This is an optimization exercise on Yosys and OpenROAD, whose aim is small area, a short achievable clock period and few clock cycles, not a production implementation.
In this exercise RTL edits were held to simulation tests only and were not proved equivalent to the original.
Power is estimated from default activity; no workload was simulated.

== P ==
## lcd_draw
module lcd_draw (
    input  wire        clk,
    input  wire        rst,           
    input  wire        cmd_valid,
    output wire        cmd_ready,
    input  wire [7:0]  cmd_op,
    input  wire [31:0] cmd_arg0,
    input  wire [31:0] cmd_arg1,
    input  wire [15:0] cmd_color,
    output wire        out_valid,
    input  wire        out_ready,
    output wire [7:0]  out_data,
    output wire        out_dc,
    output wire        out_last,
    output wire        idle
);
Size in the first run: ~1800 cells after synthesis, roughly 220 flip-flops, ~110 I/O pins, about 16000 µm² of cells after synthesis.
clock: 9.5 ns
lec_check: 0
cap_margin: 20
core_margin: 2
core_utilization: 50
slew_margin: 20
standard.sh (not shown) runs the stock make flow with config.mk's settings and CLKGATE_MAP_FILE= SYNTH_SCRIPT=/design/flow/synth_recipe.tcl, a recipe that flattens the netlist after the stock synthesis.
==> flow/flow/run.sh <==
#!/bin/bash
set -euo pipefail
bash standard.sh SETUP_SLACK_MARGIN=6.0 "BUFFER_PORTS_ARGS=-buffer_cell sky130_fd_sc_hd__buf_1" finish > standard_flow.log 2>&1
P has completed all stages; timing, DRC and antenna checks passed.
Testbench counts of P, summed over its fixed seeds: cycles 480,437.
Changes in Q relative to P:
- TNS_END_PERCENT: unset -> 10
- CORE_UTILIZATION: 50 -> 40
- CTS_BUF_LIST: unset -> sky130_fd_sc_hd__clkbuf_4 sky130_fd_sc_hd__clkbuf_8
==> flow/flow/run.sh <==
#!/bin/bash
set -euo pipefail
bash standard.sh SETUP_SLACK_MARGIN=5.8 "BUFFER_PORTS_ARGS=-buffer_cell sky130_fd_sc_hd__buf_1" finish > standard_flow.log 2>&1
--- outcome ---
Delta (Q minus P): fraction of standard cell area in multi-input logic saw little to no change; final-layout worst hold slack saw an increase; portion of the clock cycle consumed by the worst path in the final layout saw a decrease; number of synthesized flops with an enable pin saw little to no change.
Diff P -> Q: height of the die increased by about 12% relative to the old numbers, sequential share of layout area shows an increase of 1.8 points, number of detailed-routing iterations run before antenna repair went up by 4, final-layout fill cell count rose by 1005.
[diff] post-layout total power, Q relative to P: improvement
Per the comparison of Q with P, summed area of non-filler cells in the final layout moved down; wire length moved down.

* * *

Setup of run 1:
lcd_draw again, from the RTL that the note above started with.
export LEC_CHECK = 0
export CAP_MARGIN = 20
export CORE_MARGIN = 2
export CORE_UTILIZATION = 40
export SLEW_MARGIN = 20
export TNS_END_PERCENT = 10
create_clock -name core_clock -period 9.5 [get_ports {clk}]
==> flow/flow/run.sh <==
#!/bin/bash
set -euo pipefail
bash standard.sh SETUP_SLACK_MARGIN=5.8 finish > standard_flow.log 2>&1
Run 1 went all the way through the flow, and no timing, DRC or antenna check failed.
Testbench counts of run 1, summed over its fixed seeds: cycles 480,437.
diff inputs: run 1 => run 2
# run 1
export LEC_CHECK = 0
export CAP_MARGIN = 20
export CORE_MARGIN = 2
export CORE_UTILIZATION = 40
export SLEW_MARGIN = 20
export TNS_END_PERCENT = 10
create_clock -name core_clock -period 9.5 [get_ports {clk}]
# run 2
export LEC_CHECK = 0
export CAP_MARGIN = 20
export CORE_MARGIN = 2
export CORE_UTILIZATION = 40
export SETUP_SLACK_MARGIN = 5
export SLEW_MARGIN = 20
create_clock -name core_clock -period 9.5 [get_ports {clk}]
==> flow/run.sh (new file) <==
#!/bin/bash
# synth_recipe.tcl (not shown) runs the flow's synth.tcl, then flattens the netlist and writes it again
# the make line also repeats each setting of config.mk as NAME=value (left out here)
make -C /OpenROAD-flow-scripts/flow DESIGN_CONFIG=/design/flow/config.mk WORK_HOME=/design/flow/orfs CLKGATE_MAP_FILE= SYNTH_SCRIPT=/design/flow/synth_recipe.tcl finish
removed: flow/flow/run.sh
removed: flow/standard.sh
[summary]
Both conditions hold for run 2: the flow ran to the end and the final layout passed the timing, DRC and antenna checks. Going from run 1 to run 2, clock share of power picked up an extra 0.4 points; global-route wire length before repair went down by about 0.4%; routed wire length saw a decrease; layout-stage area growth over the synthesis result dropped 4.0 points. Summary — combinational power, run 2 relative to run 1: lower, by about 10%. Compared with run 1, in run 2 number of nets produced by synthesis held, clock network area share held. Looking only at total power, and setting everything else aside, the higher value of run 2 and run 1 goes to run 1. Taking run 1 as the reference, in run 2 non-filler instance count after layout lost 44, sequential share of layout area picked up an extra 1.1 points.
#### Input delta (run 3 over run 2)
# run 2
export LEC_CHECK = 0
export CAP_MARGIN = 20
export CORE_MARGIN = 2
export CORE_UTILIZATION = 40
export SETUP_SLACK_MARGIN = 5
export SLEW_MARGIN = 20
create_clock -name core_clock -period 9.5 [get_ports {clk}]
# run 3
export LEC_CHECK = 0
export CAP_MARGIN = 20
export CORE_MARGIN = 2
export CORE_UTILIZATION = 40
export SLEW_MARGIN = 20
export TNS_END_PERCENT = 50
create_clock -name core_clock -period 9.5 [get_ports {clk}]
==> flow/flow/run.sh (new file) <==
#!/bin/bash
set -euo pipefail
bash standard.sh SETUP_SLACK_MARGIN=5.8 finish > standard_flow.log 2>&1
==> flow/standard.sh (new file) <==
#!/bin/bash
# synth_recipe.tcl (not shown) runs the flow's synth.tcl, then flattens the netlist and writes it again
# the make line also repeats each setting of config.mk as NAME=value (left out here)
make -C /OpenROAD-flow-scripts/flow DESIGN_CONFIG=/design/flow/config.mk WORK_HOME=/design/flow/orfs CLKGATE_MAP_FILE= SYNTH_SCRIPT=/design/flow/synth_recipe.tcl "${@:-finish}"
removed: flow/run.sh
## What came out
Run 3 vs. run 2: synthesized netlist net count ~0 delta, via count rose by about 1.7%, stage delay of the slowest cell on the critical path has decreased.
Here is what was changed in the inputs of run 4 compared with run 3.
# run 3
export LEC_CHECK = 0
export CAP_MARGIN = 20
export CORE_MARGIN = 2
export CORE_UTILIZATION = 40
export SLEW_MARGIN = 20
export TNS_END_PERCENT = 50
create_clock -name core_clock -period 9.5 [get_ports {clk}]
# run 4
export LEC_CHECK = 0
export CAP_MARGIN = 20
export CORE_MARGIN = 2
export CORE_UTILIZATION = 60
export SLEW_MARGIN = 20
create_clock -name core_clock -period 9.5 [get_ports {clk}]
==> flow/flow/run.sh <==
#!/bin/bash
set -euo pipefail
bash standard.sh SETUP_SLACK_MARGIN=6.5 finish > standard_flow.log 2>&1
Notes after the runs:
- Final standard cell count with taps included and fillers excluded, run 4 and run 3: larger value in run 3
- Compared run 4 vs run 3, and power after layout is up in run 4.
- Run 4 vs run 3: number of fillers in the final layout down
- Summary of run 4 over run 3: first-pass GRT wire length higher, post-layout minimum cycle time went down by 71 ps, routed wire length went up, number of instances resized during post-cts repair rose 128.
### run 4 -> run 5
# run 4
export LEC_CHECK = 0
export CAP_MARGIN = 20
export CORE_MARGIN = 2
export CORE_UTILIZATION = 60
export SLEW_MARGIN = 20
create_clock -name core_clock -period 9.5 [get_ports {clk}]
# run 5
export LEC_CHECK = 0
export CAP_MARGIN = 20
export CORE_MARGIN = 2
export CORE_UTILIZATION = 60
export SETUP_SLACK_MARGIN = 5
export SLEW_MARGIN = 20
create_clock -name core_clock -period 9.5 [get_ports {clk}]
==> flow/run.sh (new file) <==
#!/bin/bash
# synth_recipe.tcl (not shown) runs the flow's synth.tcl, then flattens the netlist and writes it again
# the make line also repeats each setting of config.mk as NAME=value (left out here)
make -C /OpenROAD-flow-scripts/flow DESIGN_CONFIG=/design/flow/config.mk WORK_HOME=/design/flow/orfs CLKGATE_MAP_FILE= SYNTH_SCRIPT=/design/flow/synth_recipe.tcl finish
removed: flow/flow/run.sh
removed: flow/standard.sh
### Flow results
When run 5 is measured against run 4, its layout overhead on the synthesized area turns out 17 points lower. Run 5 — number of standard cells in the layout, taps in and fillers out about 8% lower, run 4 as reference. Each of the runs, namely run 5 and run 4, reached the end of the flow and came out clean. The number of fill cells in run 5 is 1.2 times that in run 4.
The following lists how run 6 was set up differently from run 5:
# run 5
export LEC_CHECK = 0
export CAP_MARGIN = 20
export CORE_MARGIN = 2
export CORE_UTILIZATION = 60
export SETUP_SLACK_MARGIN = 5
export SLEW_MARGIN = 20
create_clock -name core_clock -period 9.5 [get_ports {clk}]
# run 6
export LEC_CHECK = 0
export CAP_MARGIN = 20
export CORE_MARGIN = 2
export CORE_UTILIZATION = 40
export SLEW_MARGIN = 20
export TNS_END_PERCENT = 10
create_clock -name core_clock -period 9.5 [get_ports {clk}]
==> flow/flow/run.sh (new file) <==
#!/bin/bash
set -euo pipefail
bash standard.sh SETUP_SLACK_MARGIN=5.8 "BUFFER_PORTS_ARGS=-buffer_cell sky130_fd_sc_hd__buf_1" finish > standard_flow.log 2>&1
==> flow/standard.sh (new file) <==
#!/bin/bash
# synth_recipe.tcl (not shown) runs the flow's synth.tcl, then flattens the netlist and writes it again
# the make line also repeats each setting of config.mk as NAME=value (left out here)
make -C /OpenROAD-flow-scripts/flow DESIGN_CONFIG=/design/flow/config.mk WORK_HOME=/design/flow/orfs CLKGATE_MAP_FILE= SYNTH_SCRIPT=/design/flow/synth_recipe.tcl "${@:-finish}"
removed: flow/run.sh
### Flow results
Compared with run 5, run 6 shows part of the power in combinational logic higher by 1.2 points. Looking at utilization across run 6 and run 5, the one that comes out higher is run 5. Routed via count went down slightly going from run 5 to run 6.

what the ideal ports hide:
In the flow no input, the clock included, has a driving cell. The finished layouts below were timed again as built, in two steps.
Step 1 assumes that a clkbuf_16 drives the clock port and a buf_2 every other input.
Step 2 also shifts input and output timing later by t, the mid clock arrival at the registers, as if the neighbouring blocks saw the same clock.
Three values: no drivers, after step 1, after step 2; two values: the first two.
run | t (ns) | setup WS [ns] | worst hold slack (ns) | latest minus earliest clock arrival (ns) | pins driven straight from the clock port
P | 0.594 | 5.676 / 5.676 / 5.676 | 0.545 / 0.545 / 0.545 | 0.022 / 0.022 | 1
Q | 0.676 | 5.708 / 5.653 / 5.736 | 0.561 / 0.561 / 0.561 | 0.028 / 0.028 | 1
run 1 | 0.635 | 5.650 / 5.595 / 5.548 | 0.549 / 0.549 / 0.549 | 0.029 / 0.029 | 1
run 2 | 0.623 | 5.106 / 5.049 / 5.253 | 0.543 / 0.543 / 0.543 | 0.011 / 0.012 | 1
run 3 | 0.633 | 5.693 / 5.693 / 5.520 | 0.548 / 0.548 / 0.548 | 0.019 / 0.019 | 1
run 4 | 0.590 | 5.764 / 5.764 / 5.764 | 0.552 / 0.552 / 0.552 | 0.024 / 0.024 | 1
run 5 | 0.599 | 5.158 / 5.105 / 5.219 | 0.551 / 0.551 / 0.551 | 0.043 / 0.043 | 1
run 6 | 0.623 | 5.698 / 5.645 / 5.698 | 0.563 / 0.563 / 0.563 | 0.015 / 0.015 | 1
After both steps every run listed still meets setup and hold. The setup slack of run 3, which loses most, moves by 0.000 ns with the drivers and by -0.173 ns with both steps.
